This design comes from an exercise in tuning for small area on the open sky130 flow, not from production work.
Only simulation tests tie the RTL to the original design; equivalence was not proved.
Power is estimated from default activity; no workload was simulated.

## run a
==> flow/design.v (excerpt) <==
module hab360_rx (
    input  wire        clk,
    input  wire        rst,
    output wire        rx_poll,
    input  wire        rx_avail,
    input  wire [7:0]  rx_data,
    input  wire        tick,
    output reg  [2:0]  evt,
    output wire [1:0]  mal_cause,
    output wire        pkt_valid,
    output wire [15:0] rx_len,
    output wire [2:0]  rx_type,
    output wire [4:0]  rx_cid,
    output wire [31:0] rx_ts,
    input  wire [8:0]  rx_rd_addr,
    output wire [7:0]  rx_rd_data,
    output wire        val_valid,
    output wire [15:0] val_status,
    output wire        fwd_valid,
    output wire [7:0]  fwd_opcode,
    output wire [31:0] fwd_freq,
    output wire [31:0] fwd_bw,
    output wire [7:0]  fwd_sf,
    output wire [7:0]  fwd_cr,
    output wire [7:0]  fwd_sync,
    output wire [7:0]  fwd_power,
    output wire [15:0] fwd_preamble,
    output wire [31:0] fwd_climit,
    output wire [31:0] fwd_unix,
    input  wire        rsp_valid
);
Size: about 4500 cells after synthesis.
clock: 15.0 ns
lec_check: 0
cap_margin: 10
core_margin: 2
core_utilization: 60
gpl_timing_driven: 0
setup_slack_margin: 0.5
slew_margin: 10
standard.sh (not shown) runs the stock make flow with config.mk's settings and CLKGATE_MAP_FILE= SYNTH_SCRIPT=/design/flow/synth_recipe.tcl, a recipe that flattens the netlist after the stock synthesis.
==> flow/flow/run.sh <==
#!/bin/bash
# Own layout flow: the standard ORFS flow (standard.sh), changed only in
# how the layout is made:
#  - synthesis maps the logic with area-oriented ABC scripts instead of
#    ORFS's speed script.  A trial layout runs up to placement (synthesis,
#    floorplan, placement with repair_design) once per script
#    abc_[a-d].script, in trial_*/; the script whose placed design has the
#    smallest cell area (cell_area.tcl) is then used for the layout
#    (abc_z.script if every trial fails).  Every other synthesis step, and
#    so every register, is the standard synthesis's;
#  - the port buffers that global placement inserts are sky130_fd_sc_hd__buf_1
#    (the resizer may still upsize them);
#  - repair_design (placement and global routing) builds its buffer trees
#    from the small buffers only (no_big_bufs.tcl);
#  - CTS clusters up to 16 sinks per clkbuf_8 and adds no dummy loads.
# Each tool's output goes to a log file in this folder or under the ORFS
# logs folders.
set -uo pipefail
W=$(pwd)
F=$W/flow
{ head -n 1 synth_recipe.tcl; cat "$F/abc_proc.tcl"; tail -n +2 synth_recipe.tcl; } > own_synth.tcl
sed "s#SYNTH_SCRIPT=[^ ]*synth_recipe.tcl#SYNTH_SCRIPT=$W/own_synth.tcl#" standard.sh > own_standard.sh
if ! grep -q "SYNTH_SCRIPT=$W/own_synth.tcl" own_standard.sh; then
  echo "could not point standard.sh at own_synth.tcl" >&2
  exit 1
fi
export BUFFER_PORTS_ARGS="-buffer_cell sky130_fd_sc_hd__buf_1"
export PRE_RESIZE_TCL=$F/no_big_bufs.tcl
export PRE_GLOBAL_ROUTE_TCL=$F/no_big_bufs.tcl
export CTS_ARGS="-sink_clustering_enable -repair_clock_nets -dont_use_dummy_load -buf_list sky130_fd_sc_hd__clkbuf_8 -sink_clustering_size 16 -sink_clustering_max_diameter 60"

# Trial layouts up to placement, one per ABC script, in parallel.
for s in a b c d; do
  sed "s#WORK_HOME=$W/orfs #WORK_HOME=$W/trial_$s #" own_standard.sh > own_standard_$s.sh
  ( OWN_ABC_SCRIPT=$F/abc_$s.script bash own_standard_$s.sh place > own_trial_$s.log 2>&1 ) &
done
wait
best=z; best_area=
for s in a b c d; do
  odb=$W/trial_$s/results/$FLOW_PLATFORM/hab360_rx/base/3_place.odb
  a=
  if [[ -f "$odb" ]]; then
    a=$(AREA_ODB=$odb openroad -no_init -exit "$F/cell_area.tcl" 2> own_area_$s.log | tee -a own_area_$s.log | awk '/^CELL_AREA/ {print $2}')
  fi
  echo "abc_$s.script: ${a:-failed}" | tee -a own_choice.log
  if [[ -n "$a" ]] && { [[ -z "$best_area" ]] || awk -v x="$a" -v y="$best_area" 'BEGIN{exit !(x < y)}'; }; then
    best=$s; best_area=$a
  fi
done
echo "chosen: abc_$best.script" | tee -a own_choice.log

export OWN_ABC_SCRIPT=$F/abc_$best.script
bash own_standard.sh > own_standard.log 2>&1
status=$?
tail -n 20 own_standard.log
exit $status
Other scripts of this flow, unchanged in this note and not shown: flow/flow/abc_a.script, flow/flow/abc_b.script, flow/flow/abc_c.script, flow/flow/abc_d.script, flow/flow/abc_proc.tcl, flow/flow/abc_z.script, flow/flow/cell_area.tcl, flow/flow/no_big_bufs.tcl
Run a reached the final stage; the timing, DRC and antenna checks on its layout passed.
[inputs] run b vs run a
diff --git a/flow/flow/run.sh b/flow/flow/run.sh
--- a/flow/flow/run.sh
+++ b/flow/flow/run.sh
@@ -7 +7 @@
-#    abc_[a-d].script, in trial_*/; the script whose placed design has the
+#    abc_[a-f].script, in trial_*/; the script whose placed design has the
@@ -33 +33 @@
-for s in a b c d; do
+for s in a b c d e f; do
@@ -39 +39 @@
-for s in a b c d; do
+for s in a b c d e f; do
==> flow/flow/abc_e.script (new file) <==
&get -n
&st
&syn2
&dch
&nf -R 1000
&put
mfs2 -a
&get -n
&st
&dch
&nf -R 1000
&put
==> flow/flow/abc_f.script (new file) <==
&get -n
&st
&dch
&nf -R 1000
&put
mfs2 -a
&get -n
&st
&dch
&nf -R 1000
&put
mfs2 -a
&get -n
&st
&dch
&nf -R 1000
&put
### Flow results
On first-pass GRT wire length, run b and run a are neck and neck.
Number of cells on the worst reg-to-reg path, run b and run a: higher on run b
Comparing run b and run a, buffering stage count on the worst path with inverters included is lower on run a.
From run a to run b the numbers moved as follows: power spent charging and discharging nets picked up an extra 1.2%, total core area lost 1.0%, final area neither gained nor lost much, synthesized area lost about 0.5%.
Diff run a -> run b: total number of vias went down; overall power of the completed layout went up; worst-case register-to-register setup slack went up.

## what the ideal ports hide
In the flow no input, the clock included, has a driving cell. The finished layouts below were timed again as built, in two steps.
Step 1, drivers: a clkbuf_16 drives clk and a buf_2 each remaining input, both assumed.
Step 2 also shifts input and output timing later by t, the mid clock arrival at the registers, as if the neighbouring blocks saw the same clock.
a / b / c = no drivers / after step 1 / after step 2; a / b = the first two.
run | shift t [ns] | setup WS [ns] | clock arrival spread, ns | worst register clock-pin slew, ns | worst data-port slew with drivers (ns)
run a | 0.974 | 1.044 / 1.012 / 1.012 | 0.069 / 0.069 | 0.11 / 0.11 | 0.18
run b | 0.977 | 0.862 / 0.824 / 0.824 | 0.075 / 0.076 | 0.11 / 0.11 | 0.06
After both steps every run listed still meets setup and hold. The setup slack of run b, which loses most, moves by -0.038 ns with the drivers and by -0.038 ns with both steps.
